What follows belongs to an exercise in optimizing a design on an open flow for small area, a short achievable clock period and few clock cycles per item; a production flow would make more cautious choices. Only simulation tests tie the RTL to the original design; equivalence was not proved. Power and IR drop assume default switching activity.

== run 1 ==
## tcmp_codec
module tcmp_codec (
    input  wire        clk,
    input  wire        rst,
    input  wire        rx_valid,
    input  wire [7:0]  rx_byte,
    output wire        rx_ready,
    output wire        ud_valid,
    output wire [7:0]  ud_byte,
    output wire        ev_valid,
    output wire [1:0]  ev_kind,
    output wire [15:0] ev_family,
    output wire [7:0]  ev_code,
    output wire [15:0] ev_paylen,
    input  wire        msg_valid,
    output wire        msg_ready,
    input  wire [15:0] msg_family,
    input  wire [7:0]  msg_code,
    input  wire [15:0] msg_paylen,
    input  wire        pl_valid,
    output wire        pl_ready,
    input  wire [7:0]  pl_byte,
    output wire        tx_valid,
    input  wire        tx_ready,
    output wire [7:0]  tx_byte
);
Size: about 180 flip-flops, ~0.0095 mm2 of cells after synthesis.
clock: 4.5 ns
lec_check: 0
cap_margin: 20
core_margin: 2
core_utilization: 70
cts_buf_list: sky130_fd_sc_hd__clkbuf_4 sky130_fd_sc_hd__clkbuf_8
place_density: 0.85
setup_slack_margin: 2.2
slew_margin: 20
standard.sh (not shown) runs the stock make flow with config.mk's settings and CLKGATE_MAP_FILE= SYNTH_SCRIPT=/design/flow/synth_recipe.tcl, a recipe that flattens the netlist after the stock synthesis.
==> flow/flow/run.sh <==
#!/bin/bash
# Standard layout, with plain buffers (not delay cells) on the ports, and
# adders left to abc as plain logic instead of ripple full-adder cells.
export BUFFER_PORTS_ARGS="-buffer_cell sky130_fd_sc_hd__buf_2"
export ADDER_MAP_FILE=
bash standard.sh > standard.log 2>&1
Testbench counts of run 1, summed over its fixed seeds: cycles 50,961, items 50,921.
Input-level comparison between run 2 and run 1:
- swapping 2.2 for 2.0 in SETUP_SLACK_MARGIN
==> flow/flow/run.sh <==
#!/bin/bash
# Standard layout, with plain buffers (not delay cells) on the ports.
export BUFFER_PORTS_ARGS="-buffer_cell sky130_fd_sc_hd__buf_2"
bash standard.sh > standard.log 2>&1
- Run 2: clock period minus final worst setup slack is 0.086 ns lower than what run 1 reported.
- Run 1 → run 2: I/O pin count now sits at about the same level; post-cts gate resize count decreased by 25 relative to the old numbers; post-synthesis share of cell area spent on full adders, half adders and majority gates increased 5.9 points; worst hold slack down 0.0076 ns.
- Measured against each other, run 1 and run 2 differ in number of signal-net buffers in the layout, the higher figure coming from run 1.
- Run 2 vs run 1 — filler cell count in the final layout climbed by more than half
- The global-route wire length before repair in run 1 is 1.09 times that in run 2.
- Going from run 1 to run 2, the average instance area after synthesis was found to have gone up by 5.1%.
[inputs] run 3 vs run 2
- changing CORE_UTILIZATION from 70 to 65
- changing PLACE_DENSITY from 0.85 to 0.8
- changing SETUP_SLACK_MARGIN from 2.0 to 2.1
==> flow/flow/run.sh <==
#!/bin/bash
# Standard layout, with plain buffers (not delay cells) on the ports.
export BUFFER_PORTS_ARGS="-buffer_cell sky130_fd_sc_hd__buf_1"
bash standard.sh > standard.log 2>&1
Findings:
A cell class with the largest area share of multi-input gates is what run 3 shows, while registers belongs to run 2.
Looking at worst-case setup margin in the final layout, run 3 sits 0.097 ns above run 2.
Total via count in the routed design delta for run 3 relative to run 2: 1.1% lower
Between run 3 and run 2, the design area does not differ in any meaningful way.
Run 2 -> run 3: count of flip-flops and latches delta 0, exact match
Status: clock latency reported for the late side of the worst-skew pair parity (run 3, run 2)
Changes in run 4 relative to run 3:
- CORE_UTILIZATION: 65 -> 70
- SETUP_SLACK_MARGIN: 2.1 -> 2.0
- PLACE_DENSITY: 0.8 -> 0.85
Findings:
Run 4: PASS, flow complete, no timing, DRC or antenna violations
[run 4 vs run 3] worst setup slack: lower in run 4
In the flow results for run 3 and run 4, the power share of the combinational group is smaller on run 4.
Die area | run 4 < run 3
In the metrics for run 3 and run 4, the one carrying the lower final critical delay including setup and external delays is run 3.
Fmax: run 4 lower than run 3
Lower total routing resource utilization after global routing among run 3 and run 4: run 3
The total power of run 4 falls short of that of run 3 by 1.6%.
Input-level comparison between run 5 and run 4:
- swapping 2.0 for 2.5 in SETUP_SLACK_MARGIN
==> flow/flow/run.sh <==
#!/bin/bash
# Standard layout, with plain buffers (not delay cells) on the ports.
export BUFFER_PORTS_ARGS="-buffer_cell sky130_fd_sc_hd__buf_2"
bash standard.sh > standard.log 2>&1
==> comparison <==
Tool error GRT-0232 stopped run 5 during global routing (5_1_grt); no final results. Run 4 completed every stage of the flow, and the final layout passed the timing, DRC and antenna checks. Diff run 5..run 4 | number of buffers inserted by hold repair at cts | unchanged. Comparing run 5 against run 4, there is no change at all in proportion of register bits with asynchronous set or reset after synthesis. Gate count after technology mapping: run 4 vs run 5 identical. From run 4 to run 5, sequential-to-total area share from yosys stat did not move at all. In terms of number of placed cells counting well taps, run 4 and run 5 differ only marginally. Between run 4 and run 5, the synthesized area per cell does not differ in any meaningful way. When run 5 is set beside run 4, its post-CTS setup buffer count turns out to be 59 larger. Number of cells upsized or downsized after cts: run 4 and run 5 compared, higher one is run 5. For the cell area reported after detailed placement, run 5 came in 3.1% higher than run 4 did. Area fraction in compound gates after synthesis delta (run 4 -> run 5): insignificant. The minimum setup slack after placement of run 5 is higher than that of run 4.


Another version of the RTL of tcmp_codec (not shown whole).
Size in the first run: ~130 I/O pins.
## tcmp_codec
module tcmp_codec (
    input  wire        clk,
    input  wire        rst,
    input  wire        rx_valid,
    input  wire [7:0]  rx_byte,
    output wire        rx_ready,
    output wire        ud_valid,
    output wire [7:0]  ud_byte,
    output wire        ev_valid,
    output wire [1:0]  ev_kind,
    output wire [15:0] ev_family,
    output wire [7:0]  ev_code,
    output wire [15:0] ev_paylen,
    input  wire        msg_valid,
    output wire        msg_ready,
    input  wire [15:0] msg_family,
    input  wire [7:0]  msg_code,
    input  wire [15:0] msg_paylen,
    input  wire        pl_valid,
    output wire        pl_ready,
    input  wire [7:0]  pl_byte,
    output wire        tx_valid,
    input  wire        tx_ready,
    output wire [7:0]  tx_byte
);
    tcmp_rx u_rx (
        .clk(clk), .rst(rst),
        .in_valid(rx_valid), .in_byte(rx_byte), .in_ready(rx_ready),
        .ud_valid(ud_valid), .ud_byte(ud_byte),
        .ev_valid(ev_valid), .ev_kind(ev_kind), .ev_family(ev_family),
        .ev_code(ev_code), .ev_paylen(ev_paylen)
    );
    tcmp_tx u_tx (
        .clk(clk), .rst(rst),
  ...
clock: 4.5 ns
lec_check: 0
cap_margin: 20
core_margin: 2
core_utilization: 40
place_density: 0.6
slew_margin: 20
run.sh (not shown) runs the stock make flow with config.mk's settings and CLKGATE_MAP_FILE= SYNTH_SCRIPT=/design/flow/synth_recipe.tcl, a recipe that flattens the netlist after the stock synthesis.
Stock flow here: none of the scripts above is used.
Testbench counts at the start, summed over its fixed seeds: cycles 50,953, items 50,921.
Change:
- CORE_UTILIZATION: 40 -> 55
- PLACE_DENSITY: 0.6 -> 0.7
- SETUP_SLACK_MARGIN: unset -> 2.4
After rerunning:
- power goes up by 17%
- worst hold slack degrades by 21 ps
- via count is higher by 18%
- setup slack improves by 900 ps

[afterwards: timing with drivers on the ports]
How much do the figures lean on ideal ports? The routed layouts below were timed once more, with nothing changed but the port constraints.
Step 1, drivers: a clkbuf_16 drives clk and a buf_2 each remaining input, both assumed.
Step 2 adds t to the input delays and takes it off the output delays; t is the mean of the earliest and latest rising clock arrival at the registers after step 1. Input paths then give back, and output paths get back, about the clock's delay inside the block.
Slacks: ideal / step 1 / step 2; pairs: ideal / step 1.
| run | t (ns) | setup slack, ns | slew at the worst register clock pin (ns) |
|---|---|---|---|
| run 1 | 0.526 | 1.943 / 1.943 / 1.661 | 0.11 / 0.11 |
| run 2 | 0.523 | 2.029 / 2.029 / 1.750 | 0.11 / 0.11 |
| run 3 | 0.509 | 2.126 / 2.126 / 1.708 | 0.10 / 0.10 |
| run 4 | 0.517 | 2.040 / 2.040 / 1.724 | 0.10 / 0.10 |
| the first run of note 2 | 0.474 | 0.487 / 0.515 / 0.041 | 0.08 / 0.08 |
| the second run of note 2 | 0.469 | 1.388 / 1.398 / 0.929 | 0.07 / 0.07 |
After both steps setup and hold are still met in every run listed. For the second run of note 2, which loses most, drivers alone change the setup slack by +0.010 ns; drivers and shift together by -0.459 ns.
